Source: an optimization exercise on an open RTL-to-GDS flow (aim: small area, a short achievable clock period and few clock cycles per item). Production flows keep margins and buffers that such runs may drop.
The RTL was checked by simulation tests, not by an equivalence proof against the original design.

==> flow/design.v <==
module sha256_kh #(
    parameter PB = 0                  
) (
    input  wire         clk,
    input  wire         start,        
    input  wire [16:0]  ph,           
    input  wire         k0,           
    input  wire         k1,           
    input  wire         n0,           
    input  wire         n1,           
    input  wire         n9,           
    input  wire         n14,          
    input  wire [31:0]  kn,           
    input  wire [31:0]  hkw_init,     
    input  wire [31:0]  kw0,          
    input  wire [31:0]  kw1,          
    input  wire         q61,          
    input  wire         q62,          
    input  wire         q63,          
    input  wire         fresh,        
    input  wire         wload,        
    input  wire [127:0] wval,
    input  wire         wxor,         
    input  wire [127:0] wx,
    input  wire         whold,        
    output wire [31:0]  a_new,
    output wire [31:0]  a_q,
    output wire [31:0]  b_q,
    output wire [31:0]  c_q,
    output wire [31:0]  w0_q,
    output wire [31:0]  w1_q,
    output wire [127:0] w03_q
);
    localparam [31:0] IV0 = 32'h6a09e667, IV1 = 32'hbb67ae85,
                      IV2 = 32'h3c6ef372, IV3 = 32'ha54ff53a,
                      IV4 = 32'h510e527f, IV5 = 32'h9b05688c,
                      IV6 = 32'h1f83d9ab;
    localparam [127:0] DOM = PB ? 128'h101112131415161718191a1b1c1d1e1f
                                : 128'h000102030405060708090a0b0c0d0e0f;
    function [31:0] wc;
        input integer i;
        begin
            case (i)
                5'd4:  wc = DOM[127:96];
                5'd5:  wc = DOM[95:64];
                5'd6:  wc = DOM[63:32];
                5'd7:  wc = DOM[31:0];
                5'd8:  wc = 32'h80000000;
                5'd15: wc = 32'd256;
                default: wc = 32'd0;
            endcase
        end
    endfunction
    function [31:0] csa_s;
        input [31:0] x, y, z;
        csa_s = x ^ y ^ z;
    endfunction
    function [31:0] csa_c;
        input [31:0] x, y, z;
        csa_c = {((x[30:0] & y[30:0]) | (x[30:0] & z[30:0]) | (y[30:0] & z[30:0])), 1'b0};
    endfunction
    reg [31:0] a, b, c, d, e, f, g, hkw;
    reg [31:0] w [0:14];
    reg [31:0] c0, c1, c9;
    integer j;
    always @(*) begin
        c0 = 32'd0; c1 = 32'd0; c9 = 32'd0;
        for (j = 4; j <= 15; j = j + 1) c0 = c0 | (ph[j] ? wc(j) : 32'd0);
        for (j = 3; j <= 14; j = j + 1) c1 = c1 | (ph[j] ? wc(j + 1) : 32'd0);
        for (j = 0; j <= 6;  j = j + 1) c9 = c9 | (ph[j] ? wc(j + 9) : 32'd0);
    end
    wire        tail = q61 | q62 | q63;
    wire [31:0] wt   = (k0 ? kw0 : 32'd0) | c0 | ((n0 && !tail) ? w[0] : 32'd0) | (tail ? a : 32'd0);
    wire [31:0] wt1  = (k1 ? kw1 : 32'd0) | c1 | (n1 ? w[1] : 32'd0);
    wire [31:0] wt9  = c9 | ((n9 && !tail) ? w[9] : 32'd0) |
                       (q61 ? IV3 : 32'd0) | (q62 ? IV2 : 32'd0) | (q63 ? IV1 : 32'd0);
    wire [31:0] wt14 = (ph[1] ? 32'd256 : 32'd0) | ((n14 && !tail) ? w[14] : 32'd0);
    wire [31:0] wt1s = tail ? 32'd0 : wt1;
    wire [31:0] s1  = {e[5:0], e[31:6]} ^ {e[10:0], e[31:11]} ^ {e[24:0], e[31:25]};
    wire [31:0] ch  = (e & f) ^ (~e & g);
    wire [31:0] s0  = {a[1:0], a[31:2]} ^ {a[12:0], a[31:13]} ^ {a[21:0], a[31:22]};
    wire [31:0] maj = (a & b) ^ (a & c) ^ (b & c);
    wire [31:0] x1s = csa_s(s1, ch, hkw);
    wire [31:0] x1c = csa_c(s1, ch, hkw);
    wire [31:0] e2s = csa_s(x1s, x1c, d);
    wire [31:0] e2c = csa_c(x1s, x1c, d);
    wire [31:0] a2s = csa_s(x1s, x1c, s0);
    wire [31:0] a2c = csa_c(x1s, x1c, s0);
    wire [31:0] a3s = csa_s(a2s, a2c, maj);
    wire [31:0] a3c = csa_c(a2s, a2c, maj);
    wire [31:0] e_new = e2s + e2c;
    assign      a_new = a3s + a3c;
    wire [31:0] hks = csa_s(g, kn, wt1);
    wire [31:0] hkc = csa_c(g, kn, wt1);
    wire [31:0] hkw_next = hks + hkc;
    wire [31:0] ss0 = {wt1s[6:0], wt1s[31:7]} ^ {wt1s[17:0], wt1s[31:18]} ^ (wt1s >> 3);
    wire [31:0] ss1 = {wt14[16:0], wt14[31:17]} ^ {wt14[18:0], wt14[31:19]} ^ (wt14 >> 10);
    wire [31:0] m1s = csa_s(ss0, ss1, wt9);
    wire [31:0] m1c = csa_c(ss0, ss1, wt9);
    wire [31:0] m2s = csa_s(m1s, m1c, wt);
    wire [31:0] m2c = csa_c(m1s, m1c, wt);
    reg  [31:0] wcs, wcc;              
    wire [31:0] wnew = wcs + wcc;      
    integer i;
    always @(posedge clk) begin
        if (start) begin
            a <= IV0; b <= IV1; c <= IV2; d <= IV3;
            e <= IV4; f <= IV5; g <= IV6; hkw <= hkw_init;
        end else begin
            a <= a_new; b <= a; c <= b; d <= c;
            e <= e_new; f <= e; g <= f; hkw <= hkw_next;
        end
        for (i = 4; i < 14; i = i + 1)
            w[i] <= w[i + 1];
        w[14] <= wnew;
        wcs   <= m2s;
        wcc   <= m2c;
        if (wload) begin
            w[0] <= wval[127:96];
            w[1] <= wval[95:64];
            w[2] <= wval[63:32];
            w[3] <= wval[31:0];
        end else if (fresh || wxor) begin
            w[0] <= (fresh ? a     : w[0]) ^ (wxor ? wx[127:96] : 32'd0);
            w[1] <= (fresh ? wnew  : w[1]) ^ (wxor ? wx[95:64]  : 32'd0);
            w[2] <= (fresh ? w[14] : w[2]) ^ (wxor ? wx[63:32]  : 32'd0);
            w[3] <= (fresh ? w[13] : w[3]) ^ (wxor ? wx[31:0]   : 32'd0);
        end else if (!whold) begin
            for (i = 0; i < 4; i = i + 1)
                w[i] <= w[i + 1];
        end
    end
    assign a_q  = a;
    assign b_q  = b;
    assign c_q  = c;
    assign w0_q = w[0];
    assign w1_q = w[1];
    assign w03_q = {w[0], w[1], w[2], w[3]};
endmodule
module ectf17_sc (
    input  wire         clk,
    input  wire         rst,
    input  wire         cmd_valid,
    output wire         cmd_ready,
    input  wire [1:0]   cmd_op,
    input  wire [127:0] cmd_data,
    output reg          rsp_valid,
    output wire [127:0] rsp_data
);
    localparam [1:0] OP_LOAD = 2'd0, OP_CRYPT = 2'd1, OP_ADV = 2'd2, OP_MASK = 2'd3;
    localparam [31:0] IV0 = 32'h6a09e667, IV1 = 32'hbb67ae85,
                      IV2 = 32'h3c6ef372, IV3 = 32'ha54ff53a,
                      IV7 = 32'h5be0cd19;
    localparam [2047:0] KTAB = {
        32'hc67178f2, 32'hbef9a3f7, 32'ha4506ceb, 32'h90befffa,
        32'h8cc70208, 32'h84c87814, 32'h78a5636f, 32'h748f82ee,
        32'h682e6ff3, 32'h5b9cca4f, 32'h4ed8aa4a, 32'h391c0cb3,
        32'h34b0bcb5, 32'h2748774c, 32'h1e376c08, 32'h19a4c116,
        32'h106aa070, 32'hf40e3585, 32'hd6990624, 32'hd192e819,
        32'hc76c51a3, 32'hc24b8b70, 32'ha81a664b, 32'ha2bfe8a1,
        32'h92722c85, 32'h81c2c92e, 32'h766a0abb, 32'h650a7354,
        32'h53380d13, 32'h4d2c6dfc, 32'h2e1b2138, 32'h27b70a85,
        32'h14292967, 32'h06ca6351, 32'hd5a79147, 32'hc6e00bf3,
        32'hbf597fc7, 32'hb00327c8, 32'ha831c66d, 32'h983e5152,
        32'h76f988da, 32'h5cb0a9dc, 32'h4a7484aa, 32'h2de92c6f,
        32'h240ca1cc, 32'h0fc19dc6, 32'hefbe4786, 32'he49b69c1,
        32'hc19bf174, 32'h9bdc06a7, 32'h80deb1fe, 32'h72be5d74,
        32'h550c7dc3, 32'h243185be, 32'h12835b01, 32'hd807aa98,
        32'hab1c5ed5, 32'h923f82a4, 32'h59f111f1, 32'h3956c25b,
        32'he9b5dba5, 32'hb5c0fbcf, 32'h71374491, 32'h428a2f98};
    reg         busy;         
    reg         pend;         
    reg  [5:0]  t;            
    reg  [16:0] ph;           
    reg         k0, k1, n0, n1, n9, n14;
    reg         lastr;        
    reg         q61, q62;     
    reg         fresh;        
    reg  [31:0] kreg;         
    wire idle = !busy && !pend;
    assign cmd_ready = idle || (cmd_op == OP_LOAD);
    wire accept   = cmd_valid && cmd_ready;
    wire do_load  = accept && (cmd_op == OP_LOAD);
    wire do_crypt = accept && (cmd_op == OP_CRYPT);
    wire do_step  = accept && (cmd_op == OP_CRYPT || cmd_op == OP_ADV);
    wire start    = pend || do_step;
    wire last     = busy && lastr;
    reg [31:0] kn2;
    always @(*) begin
        case (t)
            6'd61:   kn2 = KTAB[63*32 +: 32] + IV0;
            6'd62,
            6'd63:   kn2 = 32'd0;
            default: kn2 = KTAB[{t + 6'd2, 5'd0} +: 32];
        endcase
    end
    wire [31:0] aw0, aw1;
    wire [31:0] a_an, a_aq, a_bq, a_cq;
    wire [31:0] m_an, m_aq, m_bq, m_cq;
    wire [31:0] key0     = fresh ? a_aq : aw0;
    wire [31:0] hkw_init = key0 + (IV7 + KTAB[31:0]);
    wire         kload = rst || do_load;
    wire [127:0] kval  = rst ? 128'd0 : cmd_data;
    sha256_kh #(.PB(0)) u_adv (
        .clk(clk), .start(start), .ph(ph), .k0(k0), .k1(k1), .n0(n0), .n1(n1), .n9(n9), .n14(n14), .kn(kreg), .hkw_init(hkw_init),
        .kw0(aw0), .kw1(aw1), .q61(q61), .q62(q62), .q63(last), .fresh(fresh),
        .wload(kload), .wval(kval), .wxor(1'b0), .wx(128'd0), .whold(!busy),
        .a_new(a_an), .a_q(a_aq), .b_q(a_bq), .c_q(a_cq), .w0_q(aw0), .w1_q(aw1), .w03_q());
    sha256_kh #(.PB(1)) u_mask (
        .clk(clk), .start(start), .ph(ph), .k0(k0), .k1(k1), .n0(n0), .n1(n1), .n9(n9), .n14(n14), .kn(kreg), .hkw_init(hkw_init),
        .kw0(aw0), .kw1(aw1), .q61(q61), .q62(q62), .q63(last), .fresh(fresh),
        .wload(1'b0), .wval(128'd0), .wxor(do_crypt), .wx(cmd_data), .whold(!busy),
        .a_new(m_an), .a_q(m_aq), .b_q(m_bq), .c_q(m_cq), .w0_q(), .w1_q(), .w03_q(rsp_data));
    always @(posedge clk) begin
        if (rst) begin
            busy      <= 1'b0;
            pend      <= 1'b1;
            rsp_valid <= 1'b0;
            fresh     <= 1'b0;
        end else begin
            fresh     <= last && !do_load;
            rsp_valid <= accept && cmd_op[0];         
            if (do_load) begin
                busy <= 1'b0;
                pend <= 1'b1;
            end else if (start) begin
                busy <= 1'b1;
                pend <= 1'b0;
            end else if (last) begin
                busy <= 1'b0;
            end
        end
        if (start) begin
            kreg  <= KTAB[63:32];
            q61   <= 1'b0;
            q62   <= 1'b0;
            t     <= 6'd0;
            ph    <= 17'd1;
            k0    <= 1'b1;
            k1    <= 1'b1;
            n0    <= 1'b0;
            n1    <= 1'b0;
            n9    <= 1'b0;
            n14   <= 1'b0;
            lastr <= 1'b0;
        end else begin
            kreg  <= kn2;
            q61   <= busy && (t == 6'd60);
            q62   <= busy && (t == 6'd61);
            t     <= t + 6'd1;
            ph    <= {ph[15:0], 1'b0};
            if (ph[3])  k0  <= 1'b0;
            if (ph[2])  k1  <= 1'b0;
            if (ph[15]) n0  <= 1'b1;
            if (ph[14]) n1  <= 1'b1;
            if (ph[6])  n9  <= 1'b1;
            if (ph[1])  n14 <= 1'b1;
            lastr <= (t == 6'd62);
        end
    end
endmodule
==> flow/run.sh <==
#!/bin/bash
# synth_recipe.tcl (not shown) runs the flow's synth.tcl, then flattens the netlist and writes it again
# the make line also repeats each setting of config.mk as NAME=value (left out here)
make -C /OpenROAD-flow-scripts/flow DESIGN_CONFIG=/design/flow/config.mk WORK_HOME=/design/flow/orfs CLKGATE_MAP_FILE= SYNTH_SCRIPT=/design/flow/synth_recipe.tcl finish
==> flow/config.mk <==
export PLATFORM = sky130hd
export DESIGN_NAME = ectf17_sc
export DESIGN_NICKNAME = ectf17_sc
export VERILOG_FILES = /design/flow/design.v
export SDC_FILE = /design/flow/constraint.sdc
export NUM_CORES = 4
export LEC_CHECK = 0
export CAP_MARGIN = 20
export CORE_MARGIN = 2
export CORE_UTILIZATION = 40
export CTS_CLUSTER_DIAMETER = 80
export CTS_CLUSTER_SIZE = 20
export PLACE_DENSITY = 0.6
export SETUP_SLACK_MARGIN = 5
export SLEW_MARGIN = 20
==> flow/constraint.sdc <==
create_clock -name core_clock -period 10.0 [get_ports {clk}]
set_input_delay 2.0000 -clock core_clock [delete_from_list [all_inputs] [get_ports {clk}]]
set_output_delay 2.0000 -clock core_clock [all_outputs]
set_load 0.01 [all_outputs]
==> results of run 1 <==
worst register-to-register path, stage by stage, from the launching register on:
cell and delay [ns]:
dfxtp_4 0.37, xor2_2 0.18, xnor2_2 0.24, fa_2 0.54, nor2b_4 0.17, nor2_4 0.14
xnor2_2 0.13, fa_1 0.46, ha_2 0.21, fa_2 0.39, a211oi_4 0.23, o21a_2 0.22
o31ai_4 0.09, a41o_1 0.21, a221o_1 0.34, a221oi_4 0.32, a21oi_2 0.14, a311oi_2 0.24
xor2_1 0.20, nand2_1 0.07
metrics by stage:
stage	instances	hold slack [ns]
after floorplan	8328	0.310
after CTS	11200	0.268
after global routing	11200	0.284
final	11200	0.272
after global placement	11000	0.310
after detailed placement	11000	0.312
logic make-up after synthesis:
| kind of cell | after synthesis | synth area share, % |
|---|---|---|
| and+or+nand+nor | 2092 | 11.8 |
| DFF | 1665 | 43.6 |
| AOI/OAI and AO/OA | 1657 | 12.5 |
| xor gates and xnor gates | 1052 | 11.2 |
| buffers and inverters | 945 | 4.33 |
| adders and majority gates | 719 | 14.2 |
| muxes | 198 | 2.45 |
path summary, 6_finish.rpt:
kind / startpoint / end / slack, ns / cells after the start
worst max-delay path: u_adv.e[7]$_SDFF_PP0_ / u_adv.a[29]$_SDFF_PP1_ / 4.90 / 19
worst min-delay path: u_mask.w[10][12]$_DFF_P_ / u_mask.w[9][12]$_DFF_P_ / 0.27 / 0
worst min register to register: u_mask.w[10][12]$_DFF_P_ / u_mask.w[9][12]$_DFF_P_ / 0.27 / 0
worst max register to register: u_adv.e[7]$_SDFF_PP0_ / u_adv.a[29]$_SDFF_PP1_ / 4.90 / 19
cell usage in the layout, fill, tap and decap left out, types with 176 or more instances in the layout:
cell type and instances:
a21o_1 179, xnor2_1 722, ha_1 264, clkdlybuf4s50_1 259
o21ai_0 493, nand2_1 763, xor2_1 296, nor2_1 499
a21oi_1 434, fa_1 367, dfxtp_1 1367, mux2i_1 186
nand2b_1 224, inv_1 479, edfxtp_1 256, and2_1 176
area by class of cell:
class / count / area [um^2]
sequential: 1665 / 36000
clock buffer: 155 / 3060
clock inverter: 48 / 759
tap: 2688 / 3360
timing repair buffer: 430 / 3950
inverter: 487 / 1830
antenna: 10 / 25.0
multi-input combinational: 5721 / 43800
fill: 19300 / 112000
cells in the mapped netlist, types with 25 or more instances:
cell type and n:
clkbuf_1 421, o21bai_1 37, a211oi_1 64, nand2_1 766, o211ai_1 34, nand2b_1 226
ha_1 271, o31ai_1 33, o21ai_0 500, nor2_1 503, inv_1 482, xor2_1 309
edfxtp_1 256, xnor2_1 742, maj3_1 67, buf_1 25, a31oi_1 40, o21a_1 51
and3_1 44, a221o_1 35, nor2b_1 25, mux2i_1 190, a21o_1 180, dfxtp_1 1409
o21ai_1 37, nor3_1 99, nand3_1 145, fa_1 381, a21oi_1 450, and2_1 177
routing by layer:
| layer | share of wire [%] | vias up |
|---|---|---|
| met3 | 7.3 | 687 |
| li1 | - | 27900 |
| met5 | 0.011 | - |
| met2 | 44 | 2964 |
| met4 | 7.8 | 6 |
| met1 | 41 | 31000 |
timing repair:
| action | 4_1_cts | 5_1_grt |
|---|---|---|
| pin swaps | 30 | 38 |
| buffers inserted | 17 | 15 |
| gates resized for setup | 100 | 110 |
| gates cloned | 1 | 2 |
| setup endpoints to repair | 55 | 46 |
==> impl_metrics.tcl, run 1 <==
set metrics [dict create \
    critPathCaptureType "flop" \
    dpl_cell_area_um2 87800 \
    yosys_warnings 5 \
    cts-root-buf "clkbuf_16" \
    die_h_um 458 \
    synth_nets 9113 \
    post-route-util_pct 45.3 \
    grt_pass1_vias 60100 \
    max_freq_mhz 196 \
    setup_tns_ns 0 \
    worstMarginPinSlew_ns 1.40 \
    wl_per_cell_um 30.5 \
    slowest_stage "fa_2" \
    maxCapViolations 0 \
    synth_area_um2 82300 \
    rsz0062_at_grt "yes" \
    crit_chain "xor2_2, xnor2_2, fa_2, nor2b_4, nor2_4, xnor2_2, fa_1, ha_2, fa_2, a211oi_4, o21a_2, o31ai_4, a41o_1, a221o_1, a221oi_4, a21oi_2, a311oi_2, xor2_1, nand2_1" \
    avgViaCountPerCell 5.58 \
    vias 62600 \
    core_um2 205000 \
    drive_above_1_share_pct 6.64 \
    required_ns 10.64 \
    hold_violations 0 \
    synth_cell_types 92 \
    gr-usage-met1_pct 41.0 \
    netlist_instances 8328 \
    worst_slack_ns 4.90 \
    yosys_most_used_dff "dfxtp_1" \
    synth_area_leaders "dfxtp_1 (34%), edfxtp_1 (9.3%), fa_1 (9.3%)" \
    first_iter_violations 6865 \
    clock_latency_ns 0.85 \
    holdBufCountCts 0 \
    worstPathMaxFanout 3 \
    avgSynthCellArea_um2 9.89 \
    cts_tree "done" \
    cts.clk_slew.worst_paths_ns 0.09 \
    cp.arrival_ns 5.75 \
    synth_top_cell_area_share_pct 34.3 \
    cts_buffers 113 \
    critPathLaunchType "flop" \
    async_flop_share_pct 0 \
    synth_top_cell_by_area "dfxtp_1" \
    yosys_register_bits 1665 \
    final_max_slew_viol_count 0 \
    gp_congestion 1.00 \
    globalRouteOverflowTotal 0 \
    area_delta_synth_final_pct 12.7 \
    post-place-ws_ns 4.18 \
    die_w_um 458 \
    hpwlAfterDp_mm 266 \
    antenna_found_initial 21 \
    max_stage_delay_ns 0.54 \
    drt_first_pass_iters 6 \
    hold_class "flop to flop" \
    worstSetupPathType "flop to flop" \
    track_usage_pct 31.8 \
    finalSetupViolCount 0 \
    path_delay_family "compound AO/OA/AOI/OAI gates" \
    drc 0 \
    postLayoutCellArea_um2 92800 \
    status "finished clean" \
    finalWirelength_mm 342 \
    initial_utilization_pct 40.2 \
    grt_use_met3_pct 4.70 \
    grt_pass1_wl_mm 470 \
    grt_max_degree 228 \
    fin_crit_ns 5.10 \
    die-area_um2 209000 \
    critPathBufInv 0 \
    io_pins 263 \
    finalCritPeriodShare_pct 51.0 \
    clockBufferDepth 3 \
    rows 166 \
    synth_edf_count 256 \
    maxSlewHeadroom_pct 7.00 \
    final_antenna_net_count 0 \
    numPortBuffers 262 \
    htree_num_levels 3 \
    reg_top3 "u_adv.w (480), u_mask.w (480)" \
    cts_sinks 1665 \
    skew_ns 0.0806 \
    busiest_layer "met2" \
    met2_usage_pct 49.5 \
    final_nets 9203 \
    ys_seq_area_share_pct 43.6 \
]
Testbench counts, summed over its fixed seeds: cycles 33,872, items 512.
==> run 2: changes to the inputs <==
--- a/flow/design.v
+++ b/flow/design.v
@@ -2,7 +2,7 @@
     parameter PB = 0                  
 ) (
     input  wire         clk,
-    input  wire         start,        
+    input  wire         init,         
     input  wire [16:0]  ph,           
     input  wire         k0,           
     input  wire         k1,           
@@ -103,7 +103,7 @@
     wire [31:0] wnew = wcs + wcc;      
     integer i;
     always @(posedge clk) begin
-        if (start) begin
+        if (init) begin
             a <= IV0; b <= IV1; c <= IV2; d <= IV3;
             e <= IV4; f <= IV5; g <= IV6; hkw <= hkw_init;
         end else begin
@@ -202,12 +202,12 @@
     wire         kload = rst || do_load;
     wire [127:0] kval  = rst ? 128'd0 : cmd_data;
     sha256_kh #(.PB(0)) u_adv (
-        .clk(clk), .start(start), .ph(ph), .k0(k0), .k1(k1), .n0(n0), .n1(n1), .n9(n9), .n14(n14), .kn(kreg), .hkw_init(hkw_init),
+        .clk(clk), .init(!busy), .ph(ph), .k0(k0), .k1(k1), .n0(n0), .n1(n1), .n9(n9), .n14(n14), .kn(kreg), .hkw_init(hkw_init),
         .kw0(aw0), .kw1(aw1), .q61(q61), .q62(q62), .q63(last), .fresh(fresh),
         .wload(kload), .wval(kval), .wxor(1'b0), .wx(128'd0), .whold(!busy),
         .a_new(a_an), .a_q(a_aq), .b_q(a_bq), .c_q(a_cq), .w0_q(aw0), .w1_q(aw1), .w03_q());
     sha256_kh #(.PB(1)) u_mask (
-        .clk(clk), .start(start), .ph(ph), .k0(k0), .k1(k1), .n0(n0), .n1(n1), .n9(n9), .n14(n14), .kn(kreg), .hkw_init(hkw_init),
+        .clk(clk), .init(!busy), .ph(ph), .k0(k0), .k1(k1), .n0(n0), .n1(n1), .n9(n9), .n14(n14), .kn(kreg), .hkw_init(hkw_init),
         .kw0(aw0), .kw1(aw1), .q61(q61), .q62(q62), .q63(last), .fresh(fresh),
         .wload(1'b0), .wval(128'd0), .wxor(do_crypt), .wx(cmd_data), .whold(!busy),
         .a_new(m_an), .a_q(m_aq), .b_q(m_bq), .c_q(m_cq), .w0_q(), .w1_q(), .w03_q(rsp_data));
@@ -230,7 +230,7 @@
                 busy <= 1'b0;
             end
         end
-        if (start) begin
+        if (!busy) begin
             kreg  <= KTAB[63:32];
             q61   <= 1'b0;
             q62   <= 1'b0;
==> flow/flow/run.sh (new file) <==
#!/bin/bash
set -euo pipefail
export BUFFER_PORTS_ARGS="-buffer_cell sky130_fd_sc_hd__buf_1"
export SETUP_SLACK_MARGIN=5.5
bash standard.sh > layout.log 2>&1
==> flow/standard.sh (new file) <==
#!/bin/bash
# synth_recipe.tcl (not shown) runs the flow's synth.tcl, then flattens the netlist and writes it again
# the make line also repeats each setting of config.mk as NAME=value (left out here)
make -C /OpenROAD-flow-scripts/flow DESIGN_CONFIG=/design/flow/config.mk WORK_HOME=/design/flow/orfs CLKGATE_MAP_FILE= SYNTH_SCRIPT=/design/flow/synth_recipe.tcl "${@:-finish}"
--- a/flow/config.mk
+++ b/flow/config.mk
@@ -11,5 +11,4 @@
 export CTS_CLUSTER_DIAMETER = 80
 export CTS_CLUSTER_SIZE = 20
 export PLACE_DENSITY = 0.6
-export SETUP_SLACK_MARGIN = 5
 export SLEW_MARGIN = 20
removed: flow/run.sh
==> impl_metrics.tcl, run 2 <==
set metrics [dict create \
    synth_edf_count 256 \
    synth_cell_types 89 \
    antenna_found_initial 19 \
    synth_area_leaders "dfxtp_1 (34%), edfxtp_1 (9.4%), fa_1 (9.3%)" \
    final_antenna_net_count 0 \
    vias 63000 \
    yosysMostFrequentCell "dfxtp_1" \
    gp_congestion 1.04 \
    synth_top_cell_by_area "dfxtp_1" \
    instances_no_fill 11300 \
    nFillCells 19300 \
    maxCapViolations 0 \
    worstPathMaxFanout 5 \
    grt_pass1_wl_mm 462 \
    synth_nets 9060 \
    hpwlAfterDp_mm 255 \
    avgSynthCellArea_um2 9.93 \
    cts.clk_slew.worst_paths_ns 0.09 \
    maxSlewHeadroom_pct 17.5 \
    synth_xor_area_share_pct 11.2 \
    synth_top_cell_area_share_pct 34.3 \
    die_w_um 457 \
    io_pins 263 \
    core_um2 204000 \
    hold_violations 0 \
    clockBufferDepth 3 \
    globalRouteOverflowTotal 0 \
    cp.arrival_ns 5.59 \
    rsz0062_at_grt "yes" \
    grt_max_degree 169 \
    finalWirelength_mm 335 \
    rows 166 \
    die-area_um2 209000 \
    synth_commonest_cells "dfxtp_1 (1,409), nand2_1 (770), xnor2_1 (734)" \
    min_from "u_adv.w[6][2]$_DFF_P_" \
    avgViaCountPerCell 5.59 \
    htree_num_levels 3 \
    worstSetupPathType "flop to flop" \
    worstMarginPinSlew_ns 1.24 \
    r2r_start "u_adv.e[27]$_SDFF_PN0_" \
    final_nets 9264 \
    synth-simple-area-share_pct 11.7 \
    cts_tree "done" \
    drive_above_1_share_pct 11.1 \
    r2r_slack_ns 5.08 \
    final_max_slew_viol_count 0 \
    yosys_most_used_dff "dfxtp_1" \
    drc 0 \
    finalCritPeriodShare_pct 49.2 \
    synth_adder_area_share_pct 14.2 \
    critPathLaunchType "flop" \
    max_freq_mhz 203 \
    skew_ns 0.0687 \
    hold_class "flop to flop" \
    grt_pass1_vias 60000 \
    yosys_register_bits 1665 \
    initial_utilization_pct 40.2 \
    required_ns 10.67 \
    fin_crit_ns 4.92 \
    cts_sinks 1665 \
    holdBufCountCts 0 \
    synth_area_um2 82200 \
    first_iter_violations 7224 \
    critPathCaptureType "flop" \
    cts_buffers 114 \
    mostFrequentLayoutCells "dfxtp_1 (1,337), nand2_1 (765), xnor2_1 (677)" \
    clock_latency_ns 0.85 \
    track_usage_pct 31.1 \
    critPathLaunch "u_adv.e[27]$_SDFF_PN0_" \
    ys_seq_area_share_pct 43.7 \
    numPortBuffers 262 \
    synth-compound-area-share_pct 12.2 \
    drt_first_pass_iters 6 \
    netlist_instances 8275 \
    yosys_warnings 5 \
    worst_slack_ns 5.08 \
    cts-root-buf "clkbuf_16" \
    post-place-ws_ns 4.15 \
    placedCellCount 10900 \
    synth.area.mux_share_pct 2.69 \
    die_h_um 457 \
    mostFrequentLayoutCell "dfxtp_1" \
    status "finished clean" \
    async_flop_share_pct 0 \
    area_delta_synth_final_pct 14.0 \
    wl_per_cell_um 29.7 \
    reg_top3 "u_adv.w (480), u_mask.w (480)" \
    setup_tns_ns 0 \
    finalSetupViolCount 0 \
    synth_top_family_by_area "adder cells" \
]
run 2: kinds of logic after synthesis:
group,after synthesis
AOI/OAI and AO/OA,1609
xor gates and xnor gates,1050
adders and majority gates,719
buffers and inverters,939
DFF,1665
muxes,213
and+or+nand+nor,2080
run 2: final cells by class:
type / instances / area (um^2) / share of cell area [%]
Multi-Input combinational cell: 5677 / 45300 / 48.4
Sequential cell: 1665 / 36100 / 38.5
Tap cell: 2688 / 3360 / 3.59
Timing Repair Buffer: 540 / 3210 / 3.43
Clock buffer: 151 / 3060 / 3.27
Inverter: 481 / 1810 / 1.93
Clock inverter: 52 / 808 / 0.862
Antenna cell: 9 / 22.5 / 0.0240
run 2: what timing repair did:
| action | in CTS | in global routing |
|---|---|---|
| gates cloned | 5 | 1 |
| setup buffers | 93 | 79 |
| pin swaps | 148 | 145 |
| endpoints found under the setup margin | 307 | 122 |
| gates resized for setup | 355 | 212 |
run 2: worst max-delay path, cell delays in order (launching register included):
cell and delay [ns]:
dfxtp_4 0.38, buf_4 0.16, xor2_2 0.17, xnor2_1 0.17, fa_1 0.48, inv_1 0.13
fa_1 0.44, fa_1 0.51, ha_2 0.32, nand4_1 0.20, nor2_4 0.07, nand3_4 0.10
a31oi_4 0.10, o41a_1 0.36, a221o_1 0.36, a211o_1 0.34, o31ai_4 0.24, xor2_1 0.16
nand2_1 0.07
run 2: per-stage QoR:
step	utilization, %	hold slack [ns]	area, um^2
after detailed placement	42.1	0.312	85900
final	45.9	0.308	93700
after global placement	42.0	0.310	85900
after CTS	45.0	0.312	92100
after global routing	45.9	0.315	93700
after floorplan	-	0.310	82500
run 2: path summary, 6_finish.rpt:
check / cells after the start / to
max reg2reg: 18 / u_adv.a[30]$_SDFF_PN1_
min reg2reg: 0 / u_adv.w[5][2]$_DFF_P_
max: 18 / u_adv.a[30]$_SDFF_PN1_
min: 0 / u_adv.w[5][2]$_DFF_P_
run 2: routing by layer:
| metal | share of wire [%] | routed length (um) | vias up | GRT usage [%] |
|---|---|---|---|---|
| li1 | - | - | 27900 | - |
| met1 | 40 | 135000 | 31300 | 39.9 |
| met2 | 45 | 150000 | 2967 | 48.8 |
| met3 | 7.6 | 25300 | 767 | 5.46 |
| met4 | 7.4 | 24800 | 14 | 18.9 |
| met5 | 0.027 | 89 | - | 0 |
Testbench counts of run 2, summed over its fixed seeds: cycles 33,872, items 512.
==> run 3: changes to the inputs <==
--- a/flow/config.mk
+++ b/flow/config.mk
@@ -7,8 +7,8 @@
 export LEC_CHECK = 0
 export CAP_MARGIN = 20
 export CORE_MARGIN = 2
-export CORE_UTILIZATION = 40
+export CORE_UTILIZATION = 50
 export CTS_CLUSTER_DIAMETER = 80
 export CTS_CLUSTER_SIZE = 20
-export PLACE_DENSITY = 0.6
+export PLACE_DENSITY = 0.7
 export SLEW_MARGIN = 20
==> impl_metrics.tcl, run 3 <==
set metrics [dict create \
    yosys_most_used_dff "dfxtp_1" \
    avgSynthCellArea_um2 9.93 \
    min_from "u_mask.w[11][3]$_DFF_P_" \
    critPathBufInv 1 \
    hold_class "flop to flop" \
    die_w_um 409 \
    reg2regPathDepth 16 \
    rows 148 \
    gp_congestion 1.05 \
    worst_slack_ns 4.98 \
    core_um2 163000 \
    finalWirelength_mm 321 \
    synth_edf_count 256 \
    mostFrequentLayoutCell "dfxtp_1" \
    timing.hold.ws_ns 0.304 \
    avgViaCountPerCell 6.00 \
    grt_pass1_vias 60400 \
    setup_tns_ns 0 \
    reg_top3 "u_adv.w (480), u_mask.w (480)" \
    maxSlewHeadroom_pct 29.0 \
    critPathLaunchType "flop" \
    max_stage_delay_ns 1.02 \
    cts_tree "done" \
    finalSetupViolCount 0 \
    drive_above_1_share_pct 10.7 \
    yosys_warnings 5 \
    synth_nets 9060 \
    wl_per_cell_um 29.9 \
    rsz0062_at_grt "yes" \
    io_pins 263 \
    die-area_um2 168000 \
    drc 0 \
    crit_chain "xnor2_1, maj3_1, inv_1, fa_1, ha_1, o21ai_1, o21a_2, o2bb2ai_4, nand3_4, a31oi_4, o41a_1, a221o_1, a211o_1, o31ai_2, xor2_1, nand2_1" \
    synth_commonest_cells "dfxtp_1 (1,409), nand2_1 (770), xnor2_1 (734)" \
    worstSetupEndpoint "u_adv.a[30]$_SDFF_PN1_" \
    skew_ns 0.0979 \
    clockBufferDepth 3 \
    clock_latency_ns 0.82 \
    max_freq_mhz 199 \
    globalRouteOverflowTotal 0 \
    timing.rr.end "u_adv.a[30]$_SDFF_PN1_" \
    synth_top_cell_by_area "dfxtp_1" \
    yosysMostFrequentCell "dfxtp_1" \
    cp.arrival_ns 5.66 \
    worstPathMaxFanout 11 \
    cts_buffers 110 \
    final_max_slew_viol_count 0 \
    required_ns 10.64 \
    post-place-ws_ns 4.30 \
    cp_num_cells 16 \
    critPathLaunch "u_adv.a[4]$_SDFF_PN0_" \
    async_flop_share_pct 0 \
    maxCapViolations 0 \
    netlist_instances 8275 \
    r2r_slack_ns 4.98 \
    initial_utilization_pct 50.4 \
    synth_area_um2 82200 \
    cts.clk_slew.worst_paths_ns 0.09 \
    hpwlAfterDp_mm 245 \
    synth_top_cell_area_share_pct 34.3 \
    synth_cell_types 89 \
    grt_pass1_wl_mm 445 \
    cts_sinks 1665 \
    fin_crit_ns 5.02 \
    grt_max_degree 196 \
    drt_first_pass_iters 9 \
    area_delta_synth_final_pct 12.7 \
    final_antenna_net_count 0 \
    critPathCaptureType "flop" \
    hold_violations 0 \
    vias 64300 \
    worstMarginPinSlew_ns 1.07 \
    cts-root-buf "clkbuf_16" \
    yosys_register_bits 1665 \
    numPortBuffers 262 \
    worstSetupPathType "flop to flop" \
    htree_num_levels 3 \
    track_usage_pct 37.1 \
    synth_area_leaders "dfxtp_1 (34%), edfxtp_1 (9.4%), fa_1 (9.3%)" \
    r2r_start "u_adv.a[4]$_SDFF_PN0_" \
    final_nets 9238 \
    status "finished clean" \
    post-route-util_pct 56.8 \
    ys_seq_area_share_pct 43.7 \
    antenna_found_initial 34 \
    die_h_um 409 \
    path_delay_family "compound AO/OA/AOI/OAI gates" \
    first_iter_violations 9077 \
    mostFrequentLayoutCells "dfxtp_1 (1,333), nand2_1 (766), xnor2_1 (680)" \
    slowest_stage "dfxtp_1" \
    finalCritPeriodShare_pct 50.2 \
]
run 3: cell counts after synthesis:
Identical to the previous run, type by type.
run 3: how the worst min path moves through the flow:
stage	end	depth (start not counted)	slack [ns]
after floorplan	u_adv.w[10][0]$_DFF_P_	0	0.31
after global placement	u_adv.w[5][7]$_DFF_P_	0	0.31
after detailed placement	u_adv.w[4][27]$_DFF_P_	0	0.31
after CTS	u_mask.w[10][3]$_DFF_P_	0	0.31
after global routing	u_adv.w[4][4]$_DFF_P_	0	0.33
final	u_mask.w[10][3]$_DFF_P_	0	0.30
run 3: worst reg2reg max path: cells and delay by family (launching register included):
family,cells,cell delay (ns)
AOI/OAI and AO/OA,8,1.88
xor gates and xnor gates,2,0.51
DFF,1,1.02
buffers and inverters,1,0.09
adders and majority gates,3,1.22
and+or+nand+nor,2,0.19
run 3: layout make-up:
class                   count  area [um^2]
diodes                     15         37.5
clock buffers             148         2950
clock inverters            47          691
fillers                 14100        70300
inverters                 481         1820
multi-input cells        5674        45200
flip-flops and latches   1665        36100
well taps                2175         2720
repair buffers            521         3080
run 3: cells by family after synthesis:
family          synth area share [%]
compound gates                  12.2
fa+ha+maj                       14.2
simple gates                    11.7
buf+inv                         4.31
flops                           43.7
mux                             2.69
xor+xnor                        11.2
run 3: layer usage:
| metal | part of all wire (%) | global-route usage, % |
|---|---|---|
| met2 | 41 | 52.8 |
| met3 | 13 | 11.7 |
| met5 | 0.040 | 0.718 |
| met1 | 41 | 51.7 |
| met4 | 5.4 | 15.9 |
run 3: what timing repair did:
item                                    CTS  global route
endpoints found under the hold margin     0             0
endpoints found under the setup margin  123           100
gates cloned                              3             0
buffers inserted                         86            74
pin swaps                               143           169
hold buffers                              0             0
gates resized for setup                 334           216
run 3: metrics by stage:
step / cell area (um^2) / cells
global placement: 85200 / 10300
floorplan: 82500 / 8275
detailed placement: 85200 / 10400
finish: 92600 / 10700
CTS: 90900 / 10600
global route: 92600 / 10700
==> run 4: changes to the inputs <==
==> flow/flow/run.sh (replaced) <==
#!/bin/bash
# The standard layout (the standard.sh, unchanged synthesis and steps),
# with one change: the port buffers that global placement inserts on every
# input and output are sky130_fd_sc_hd__buf_1 cells instead of the default
# choice (clkdlybuf4s50_1), which is larger. Every port still gets its
# own buffer. The make output goes to layout.log in this folder; each ORFS
# step keeps its own log under orfs/logs/.
set -euo pipefail
export BUFFER_PORTS_ARGS="-buffer_cell sky130_fd_sc_hd__buf_1"
bash standard.sh > layout.log 2>&1
--- a/flow/config.mk
+++ b/flow/config.mk
@@ -11,4 +11,5 @@
 export CTS_CLUSTER_DIAMETER = 80
 export CTS_CLUSTER_SIZE = 20
 export PLACE_DENSITY = 0.7
+export SETUP_SLACK_MARGIN = 5
 export SLEW_MARGIN = 20
==> impl_metrics.tcl, run 4 <==
set metrics [dict create \
    clockBufferDepth 3 \
    vias 63600 \
    wl_met1_mm 133 \
    finalCritPeriodShare_pct 49.9 \
    drt_first_pass_iters 9 \
    drive_above_1_share_pct 7.48 \
    reg_top3 "u_adv.w (480), u_mask.w (480)" \
    avgViaCountPerCell 5.99 \
    grt_max_degree 201 \
    fin_crit_ns 4.99 \
    cts.clk_slew.worst_paths_ns 0.09 \
    timing.hold.ws_ns 0.323 \
    yosys_most_used_dff "dfxtp_1" \
    drc 0 \
    finalSetupViolCount 0 \
    yosysMostFrequentCell "dfxtp_1" \
    final_max_slew_viol_count 0 \
    synth_cell_types 89 \
    clock_latency_ns 0.83 \
    synth_commonest_cells "dfxtp_1 (1,409), nand2_1 (770), xnor2_1 (734)" \
    wl_per_cell_um 30.1 \
    globalRouteOverflowTotal 0 \
    nFillCells 14400 \
    die_h_um 409 \
    async_flop_share_pct 0 \
    synth_top_cell_by_area "dfxtp_1" \
    worstMarginPinSlew_ns 1.23 \
    wl_met3_mm 39.5 \
    yosys_register_bits 1665 \
    cts-root-buf "clkbuf_16" \
    critPathCaptureType "flop" \
    worstPathMaxFanout 8 \
    skew_ns 0.0888 \
    core_um2 163000 \
    mostFrequentLayoutCells "dfxtp_1 (1,344), nand2_1 (767), xnor2_1 (700)" \
    rsz0062_at_grt "yes" \
    hold_class "flop to flop" \
    gp_congestion 1.09 \
    finalWirelength_mm 319 \
    yosys_warnings 5 \
    maxCapViolations 0 \
    rows 148 \
    ys_seq_area_share_pct 43.7 \
    synth_area_um2 82200 \
    mostFrequentLayoutCell "dfxtp_1" \
    final_nets 9127 \
    area_delta_synth_final_pct 10.1 \
    netlist_instances 8275 \
    die-area_um2 168000 \
    grt_pass1_wl_mm 445 \
    htree_num_levels 3 \
    grt_pass1_vias 59900 \
    holdBufCountCts 0 \
    synth_edf_count 256 \
    cts_tree "done" \
    critPathLaunchType "flop" \
    cp.arrival_ns 5.65 \
    final_antenna_net_count 0 \
    avgSynthCellArea_um2 9.93 \
    cts_buffers 109 \
    numPortBuffers 262 \
    track_usage_pct 37.2 \
    required_ns 10.65 \
    first_iter_violations 9006 \
    setup_tns_ns 0 \
    antenna_found_initial 29 \
    hold_violations 0 \
    hpwlAfterDp_mm 248 \
    die_w_um 409 \
    initial_utilization_pct 50.4 \
    synth_area_leaders "dfxtp_1 (34%), edfxtp_1 (9.4%), fa_1 (9.3%)" \
    topRoutingLayerUsed "met5" \
    maxSlewHeadroom_pct 17.9 \
    status "finished clean" \
    worstSetupPathType "flop to flop" \
    max_freq_mhz 200 \
    io_pins 263 \
    synth_top_cell_area_share_pct 34.3 \
    synth_nets 9060 \
    cts_sinks 1665 \
    dr_wl_met2_mm 129 \
]
-- run 4: cell counts after synthesis --
No cell type changed its count.
-- run 4: worst paths after layout --
kind	start	end	slack, ns	cells past startpoint
worst min register to register	u_mask.w[8][13]$_DFF_P_	u_mask.w[7][13]$_DFF_P_	0.32	0
worst max-delay path	u_adv.a[21]$_SDFF_PN0_	u_adv.a[30]$_SDFF_PN1_	5.01	17
worst max register to register	u_adv.a[21]$_SDFF_PN0_	u_adv.a[30]$_SDFF_PN1_	5.01	17
worst min-delay path	u_mask.w[8][13]$_DFF_P_	u_mask.w[7][13]$_DFF_P_	0.32	0
-- run 4: timing repair --
action,in CTS,in global routing
endpoints found under the setup margin,55,79
gates cloned,1,1
resized for setup,143,174
hold endpoints to repair,0,0
pin swaps,43,68
buffers inserted,21,27
-- run 4: layout make-up --
type | count | area [um^2] | area share, %
timing repair buffer | 412 | 2150 | 2.38
multi-input combinational | 5673 | 44100 | 48.7
inverter | 481 | 1810 | 2.00
sequential | 1665 | 36100 | 39.9
tap | 2175 | 2720 | 3.01
antenna | 9 | 22.5 | 0.0249
clock buffer | 151 | 2940 | 3.25
clock inverter | 45 | 702 | 0.776
-- run 4: routing by layer --
metal  global-route usage [%]  up-vias
li1                         -    27600
met1                     52.9    31200
met2                     52.4     3918
met3                     10.3      757
met4                     16.4       24
met5                        0        -
-- run 4: through the flow --
stage / instance area, um^2 / utilization (%) / setup WS [ns] / cells
finish: 90500 / 55.5 / 5.01 / 10600
global placement: 85100 / 52.2 / 4.18 / 10400
global route: 90500 / 55.5 / 4.89 / 10600
CTS: 89400 / 54.9 / 4.96 / 10600
floorplan: 82200 / - / 5.03 / 8275
detailed placement: 85100 / 52.2 / 4.07 / 10400
-- run 4: kinds of logic after synthesis --
| logic type | count (synthesis) | share of synthesized area (%) |
|---|---|---|
| simple gates | 2080 | 11.7 |
| flops | 1665 | 43.7 |
| compound gates | 1609 | 12.2 |
| xor+xnor | 1050 | 11.2 |
| buf+inv | 939 | 4.31 |
| fa+ha+maj | 719 | 14.2 |
| mux | 213 | 2.69 |
-- run 4: critical path, cell delays in order (launching register included) --
cell and delay, ns:
dfxtp_1 0.71, xor2_1 0.16, xnor2_1 0.65, maj3_1 0.34, fa_1 0.41, inv_1 0.07
ha_2 0.31, a21oi_1 0.19, nand2_1 0.12, o2bb2ai_4 0.15, nand3_4 0.11, a31oi_4 0.14
o41a_1 0.37, a221o_1 0.35, a211o_1 0.33, o31ai_4 0.19, xor2_1 0.16, nand2_1 0.06
==> run 5: changes to the inputs <==
--- a/flow/config.mk
+++ b/flow/config.mk
@@ -7,9 +7,9 @@
 export LEC_CHECK = 0
 export CAP_MARGIN = 20
 export CORE_MARGIN = 2
-export CORE_UTILIZATION = 50
+export CORE_UTILIZATION = 40
 export CTS_CLUSTER_DIAMETER = 80
 export CTS_CLUSTER_SIZE = 20
-export PLACE_DENSITY = 0.7
+export PLACE_DENSITY = 0.6
 export SETUP_SLACK_MARGIN = 5
 export SLEW_MARGIN = 20
==> impl_metrics.tcl, run 5 <==
set metrics [dict create \
    status "finished clean" \
    cts_buffers 111 \
    postLayoutCellArea_um2 91000 \
    grt_pass1_vias 59600 \
    final_antenna_net_count 0 \
    synth_xor_area_share_pct 11.2 \
    cts_sinks 1665 \
    dpl_cell_area_um2 85700 \
    synth_top_cell_area_share_pct 34.3 \
    whs_path_depth 0 \
    synth.area.mux_share_pct 2.69 \
    die_h_um 457 \
    drt_first_pass_iters 9 \
    finalWirelength_mm 319 \
    avgViaCountPerCell 5.57 \
    r2r_start "u_mask.e[0]$_SDFF_PN1_" \
    numPortBuffers 262 \
    cts_tree "done" \
    netlist_instances 8275 \
    wl_per_cell_um 28.6 \
    clock_latency_ns 0.87 \
    synth_nets 9060 \
    required_ns 10.65 \
    first_iter_violations 7376 \
    r2r_slack_ns 4.95 \
    busiest_layer "met2" \
    avgSynthCellArea_um2 9.93 \
    yosys_register_bits 1665 \
    maxSlewHeadroom_pct 17.5 \
    synth_area_leaders "dfxtp_1 (34%), edfxtp_1 (9.4%), fa_1 (9.3%)" \
    synth_edf_count 256 \
    cp.arrival_ns 5.70 \
    setup_tns_ns 0 \
    cts-root-buf "clkbuf_16" \
    synth-simple-area-share_pct 11.7 \
    timing.rr.end "u_mask.a[27]$_SDFF_PN1_" \
    clockBufferDepth 3 \
    crit_chain "mux2_2, fa_1, xor2_4, xor2_2, fa_1, ha_2, fa_2, a21o_1, a21oi_4, o21ai_2, a41oi_2, o21ai_2, a41o_1, o41a_1, a31oi_4, nor2_1, xnor2_1, nand2_1" \
    vias 62000 \
    mostFrequentLayoutCell "dfxtp_1" \
    hpwlAfterDp_mm 247 \
    critPathLaunch "u_mask.e[0]$_SDFF_PN1_" \
    hold_class "flop to flop" \
    worstSetupPathType "flop to flop" \
    core_um2 204000 \
    mostFrequentLayoutCells "dfxtp_1 (1,349), nand2_1 (767), xnor2_1 (715)" \
    holdBufCountCts 0 \
    yosys_most_used_dff "dfxtp_1" \
    yosysMostFrequentCell "dfxtp_1" \
    rsz0062_at_grt "yes" \
    synth_top_family_by_area "adder cells" \
    antenna_found_initial 40 \
    synth_cell_types 89 \
    io_pins 263 \
    met2_usage_pct 45.6 \
    critPathCaptureType "flop" \
    post-route-util_pct 44.5 \
    slowest_stage "fa_1" \
    initial_utilization_pct 40.2 \
    drc 0 \
    yosys_warnings 5 \
    gp_congestion 1.01 \
    track_usage_pct 29.7 \
    max_freq_mhz 198 \
    cts.clk_slew.worst_paths_ns 0.09 \
    drive_above_1_share_pct 7.28 \
    die-area_um2 209000 \
    hold_violations 0 \
    reg2regPathDepth 18 \
    die_w_um 457 \
    finalCritPeriodShare_pct 50.5 \
    critPathLaunchType "flop" \
    timing.hold.ws_ns 0.258 \
    fin_crit_ns 5.05 \
    reg_top3 "u_adv.w (480), u_mask.w (480)" \
    worstMarginPinSlew_ns 1.24 \
    synth-compound-area-share_pct 12.2 \
    ys_seq_area_share_pct 43.7 \
    finalSetupViolCount 0 \
    synth_commonest_cells "dfxtp_1 (1,409), nand2_1 (770), xnor2_1 (734)" \
    synth_top_cell_by_area "dfxtp_1" \
    skew_ns 0.0963 \
    worstPathMaxFanout 5 \
    htree_num_levels 3 \
    worstSetupEndpoint "u_mask.a[27]$_SDFF_PN1_" \
    grt_use_met3_pct 5.46 \
    gr-usage-met1_pct 38.7 \
    rows 166 \
    final_nets 9131 \
    maxCapViolations 0 \
    grt_pass1_wl_mm 444 \
    grt_max_degree 139 \
    globalRouteOverflowTotal 0 \
    async_flop_share_pct 0 \
    synth_area_um2 82200 \
    synth_adder_area_share_pct 14.2 \
    area_delta_synth_final_pct 10.7 \
    final_max_slew_viol_count 0 \
    max_stage_delay_ns 0.54 \
]
[run 5: cell count changes in the layout (fill, tap and decap cells not counted), moves of 5 or more]
cell and change:
a21oi_1 -6, a21oi_2 +7, dfxtp_1 +5, dfxtp_2 +14
dfxtp_4 -19, diode_2 +8, ha_1 +6, ha_4 -5
xnor2_1 +15, xnor2_2 -15, xor2_1 +7, xor2_2 -8
[run 5: final cells by class]
type                    instances  area [um^2]
fillers                     19600       113000
multi-input cells            5673        43900
flip-flops and latches       1665        36000
well taps                    2688         3360
clock buffers                 153         3020
repair buffers                414         2140
inverters                     481         1810
clock inverters                48          713
diodes                         17         42.5
[run 5: metal layers]
layer | share of wire, % | vias up
met5 | 0.067 | -
met4 | 7.4 | 34
met3 | 8.2 | 731
met2 | 44 | 2942
met1 | 41 | 30600
li1 | - | 27700
[run 5: cell families after synthesis]
family                   count (synthesis)
AND/OR/NAND/NOR                       2080
flip-flops                            1665
AO/OA/AOI/OAI                         1609
XOR/XNOR                              1050
buffers and inverters                  939
adder cells (fa/ha/maj)                719
multiplexers                           213
[run 5: through the flow]
step	std cells	setup slack [ns]
global placement	10900	4.15
CTS	11100	4.90
floorplan	8275	5.03
finish	11100	4.95
global route	11100	4.75
detailed placement	10900	4.20
[run 5: worst min path at each step]
stage / start / end / slack (ns)
6_report: u_adv.w[7][12]$_DFF_P_ / u_adv.w[6][12]$_DFF_P_ / 0.26
2_1_floorplan: u_adv.w[11][0]$_DFF_P_ / u_adv.w[10][0]$_DFF_P_ / 0.31
4_1_cts: u_adv.w[7][12]$_DFF_P_ / u_adv.w[6][12]$_DFF_P_ / 0.26
5_1_grt: u_adv.w[7][12]$_DFF_P_ / u_adv.w[6][12]$_DFF_P_ / 0.27
3_3_place_gp: u_mask.w[6][17]$_DFF_P_ / u_mask.w[5][17]$_DFF_P_ / 0.31
3_5_place_dp: u_mask.w[12][14]$_DFF_P_ / u_mask.w[11][14]$_DFF_P_ / 0.31
[run 5: repair_timing]
action,in CTS,in global routing
setup buffers,30,21
pin swaps,56,63
endpoints found under the setup margin,51,42
cloned,1,1
gates resized for setup,161,107
[run 5: critical path: cells and delay by family, from the launching register on]
kind	cells	cell delay [ns]
and+or+nand+nor	2	0.15
AOI/OAI and AO/OA	8	1.86
DFF	1	0.41
muxes	1	0.37
xor gates and xnor gates	3	0.55
adders and majority gates	4	1.55
==> run 6: changes to the inputs <==
--- a/flow/config.mk
+++ b/flow/config.mk
@@ -7,9 +7,9 @@
 export LEC_CHECK = 0
 export CAP_MARGIN = 20
 export CORE_MARGIN = 2
-export CORE_UTILIZATION = 40
+export CORE_UTILIZATION = 60
 export CTS_CLUSTER_DIAMETER = 80
 export CTS_CLUSTER_SIZE = 20
-export PLACE_DENSITY = 0.6
+export PLACE_DENSITY = 0.78
 export SETUP_SLACK_MARGIN = 5
 export SLEW_MARGIN = 20
==> impl_metrics.tcl, run 6 <==
set metrics [dict create \
    die-area_um2 140000 \
    yosysMostFrequentCell "dfxtp_1" \
    clockBufferDepth 3 \
    ys_seq_area_share_pct 43.7 \
    io_pins 263 \
    placedCellCount 9965 \
    maxSlewHeadroom_pct 14.3 \
    track_usage_pct 45.3 \
    cts-root-buf "clkbuf_16" \
    worstPathMaxFanout 68 \
    wl_per_cell_um 31.8 \
    synth_commonest_cells "dfxtp_1 (1,409), nand2_1 (770), xnor2_1 (734)" \
    status "finished clean" \
    post-route-util_pct 66.5 \
    synth_top_cell_by_area "dfxtp_1" \
    core_um2 136000 \
    maxCapViolations 0 \
    die_h_um 374 \
    skew_ns 0.0792 \
    multi_input_area_um2 44300 \
    yosys_most_used_dff "dfxtp_1" \
    regArea_um2 36100 \
    grt_pass1_wl_mm 451 \
    initial_utilization_pct 60.6 \
    synth_top_cell_area_share_pct 34.3 \
    rows 135 \
    synth_edf_count 256 \
    hpwlAfterDp_mm 247 \
    timing.hold.ws_ns 0.291 \
    drt_first_pass_iters 7 \
    critPathCaptureType "flop" \
    grt_pass1_vias 60900 \
    cts_sinks 1665 \
    max_freq_mhz 196 \
    reg_top3 "u_adv.w (480), u_mask.w (480)" \
    synth_nets 9060 \
    synth_cell_types 89 \
    yosys_warnings 5 \
    yosys_register_bits 1665 \
    final_antenna_net_count 0 \
    cts_buffers 104 \
    final_max_slew_viol_count 0 \
    drive_above_1_share_pct 8.10 \
    mostFrequentLayoutCell "dfxtp_1" \
    critPathLaunchType "flop" \
    rsz0062_at_grt "yes" \
    worst_slack_ns 4.90 \
    final_nets 9151 \
    fin_crit_ns 5.10 \
    instances_no_fill 10200 \
    netlist_instances 8275 \
    cts.clk_slew.worst_paths_ns 0.09 \
    finalSetupViolCount 0 \
    finalCritPeriodShare_pct 51.0 \
    cts_tree "done" \
    mostFrequentLayoutCells "dfxtp_1 (1,339), nand2_1 (766), xnor2_1 (695)" \
    grt_max_degree 209 \
    worstMarginPinSlew_ns 1.29 \
    cp.arrival_ns 5.75 \
    synth_area_um2 82200 \
    hold_class "flop to flop" \
    die_w_um 374 \
    antenna_found_initial 33 \
    htree_num_levels 3 \
    avgViaCountPerCell 6.34 \
    async_flop_share_pct 0 \
    synth_area_leaders "dfxtp_1 (34%), edfxtp_1 (9.4%), fa_1 (9.3%)" \
    area_delta_synth_final_pct 9.71 \
    drc 0 \
    worstSetupPathType "flop to flop" \
    avgSynthCellArea_um2 9.93 \
    nFillCells 10500 \
    hold_violations 0 \
    first_iter_violations 9275 \
    gp_congestion 1.11 \
    vias 64900 \
    globalRouteOverflowTotal 0 \
    clock_latency_ns 0.82 \
    required_ns 10.65 \
    numPortBuffers 262 \
    setup_tns_ns 0 \
    finalWirelength_mm 326 \
    post-place-ws_ns 4.06 \
]
==> run 6: cell count changes in the layout (fill, tap and decap cells not counted), sizes merged <==
cell | before | now
buf | 414 | 440
inv | 504 | 493
clkbuf | 153 | 143
diode | 17 | 23
bufinv | 3 | 2
clkinv | 20 | 19
clkinvlp | 2 | 1
==> run 6: final timing paths <==
check,start,endpoint,slack (ns),depth (start not counted)
worst max-delay path,busy$_SDFFE_PN0P_,u_adv.wcs[21]$_DFF_P_,4.90,10
worst min-delay path,u_adv.w[10][0]$_DFF_P_,u_adv.w[9][0]$_DFF_P_,0.29,0
worst max register to register,busy$_SDFFE_PN0P_,u_adv.wcs[21]$_DFF_P_,4.90,10
worst min register to register,u_adv.w[10][0]$_DFF_P_,u_adv.w[9][0]$_DFF_P_,0.29,0
==> run 6: repair_timing <==
action                                  CTS  global route
hold buffers                              0             0
setup buffers                            22            48
hold endpoints to repair                  0             0
cloned                                    1             1
pin swaps                                43           103
endpoints found under the setup margin   58            56
gates resized for setup                 166           196
==> run 6: critical path: stages, from the launching register on <==
cell and delay, ns:
dfxtp_4 0.60, nand2_1 0.15, buf_4 0.34, nand2b_1 0.59, nor2_4 0.59, buf_4 0.45, buf_4 0.57, nand2_1 0.34
nor2_1 0.34, fa_1 0.49, fa_1 0.45
==> run 6: layout make-up <==
class / instances / share of cell area, %
diodes: 23 / 0.0638
clock buffers: 142 / 3.09
clock inverters: 34 / 0.580
inverters: 481 / 2.01
multi-input cells: 5673 / 49.2
flip-flops and latches: 1665 / 40.0
well taps: 1781 / 2.47
repair buffers: 441 / 2.63
==> run 6: metal layers <==
metal | track usage, % | part of all wire, %
met4 | 28.2 | 7.8
met3 | 15.4 | 14
met5 | 0 | 0.049
met2 | 62.8 | 40
met1 | 60.7 | 38
==> run 6: cells by family (layout without fill, tap and decap cells) <==
kind of cell,after synthesis,in the layout,share of synthesized area [%]
adders and majority gates,719,719,14.2
DFF,1665,1665,43.7
muxes,213,213,2.69
buffers and inverters,939,1098,4.31
AOI/OAI and AO/OA,1609,1609,12.2
xor gates and xnor gates,1050,1050,11.2
and+or+nand+nor,2080,2082,11.7
other,0,23,0
==> run 6: through the flow <==
| step | area, um^2 |
|---|---|
| finish | 90200 |
| global route | 90100 |
| CTS | 88700 |
| detailed placement | 84600 |
| global placement | 84600 |
| floorplan | 82200 |

-- afterwards: timing with drivers on the ports --
In the flow no input, the clock included, has a driving cell. The finished layouts below were timed again as built, in two steps. Step 1 (the two cells are an assumption about what drives the block):
set clk [get_ports {clk}]
set_driving_cell -lib_cell sky130_fd_sc_hd__clkbuf_16 $clk
set_driving_cell -lib_cell sky130_fd_sc_hd__buf_2 [delete_from_list [all_inputs] $clk]
Step 2 adds t to the input delays and takes it off the output delays; t is the mean of the earliest and latest rising clock arrival at the registers after step 1. Input paths then give back, and output paths get back, about the clock's delay inside the block. a / b / c = ideal ports / drivers / drivers and shift; a / b = the first two.
| run | t, ns | setup WS [ns] | slew at the worst register clock pin (ns) |
|---|---|---|---|
| run 1 | 0.905 | 4.896 / 4.896 / 4.270 | 0.10 / 0.10 |
| run 2 | 0.909 | 5.084 / 5.084 / 4.699 | 0.10 / 0.10 |
| run 3 | 0.853 | 4.979 / 4.979 / 4.941 | 0.10 / 0.10 |
| run 4 | 0.863 | 5.008 / 5.008 / 4.472 | 0.10 / 0.10 |
| run 5 | 0.908 | 4.953 / 4.953 / 4.513 | 0.09 / 0.09 |
| run 6 | 0.869 | 4.902 / 4.902 / 4.439 | 0.10 / 0.10 |
After both steps setup and hold are still met in every run listed. For run 1, which loses most, drivers alone change the setup slack by 0.000 ns; drivers and shift together by -0.626 ns.
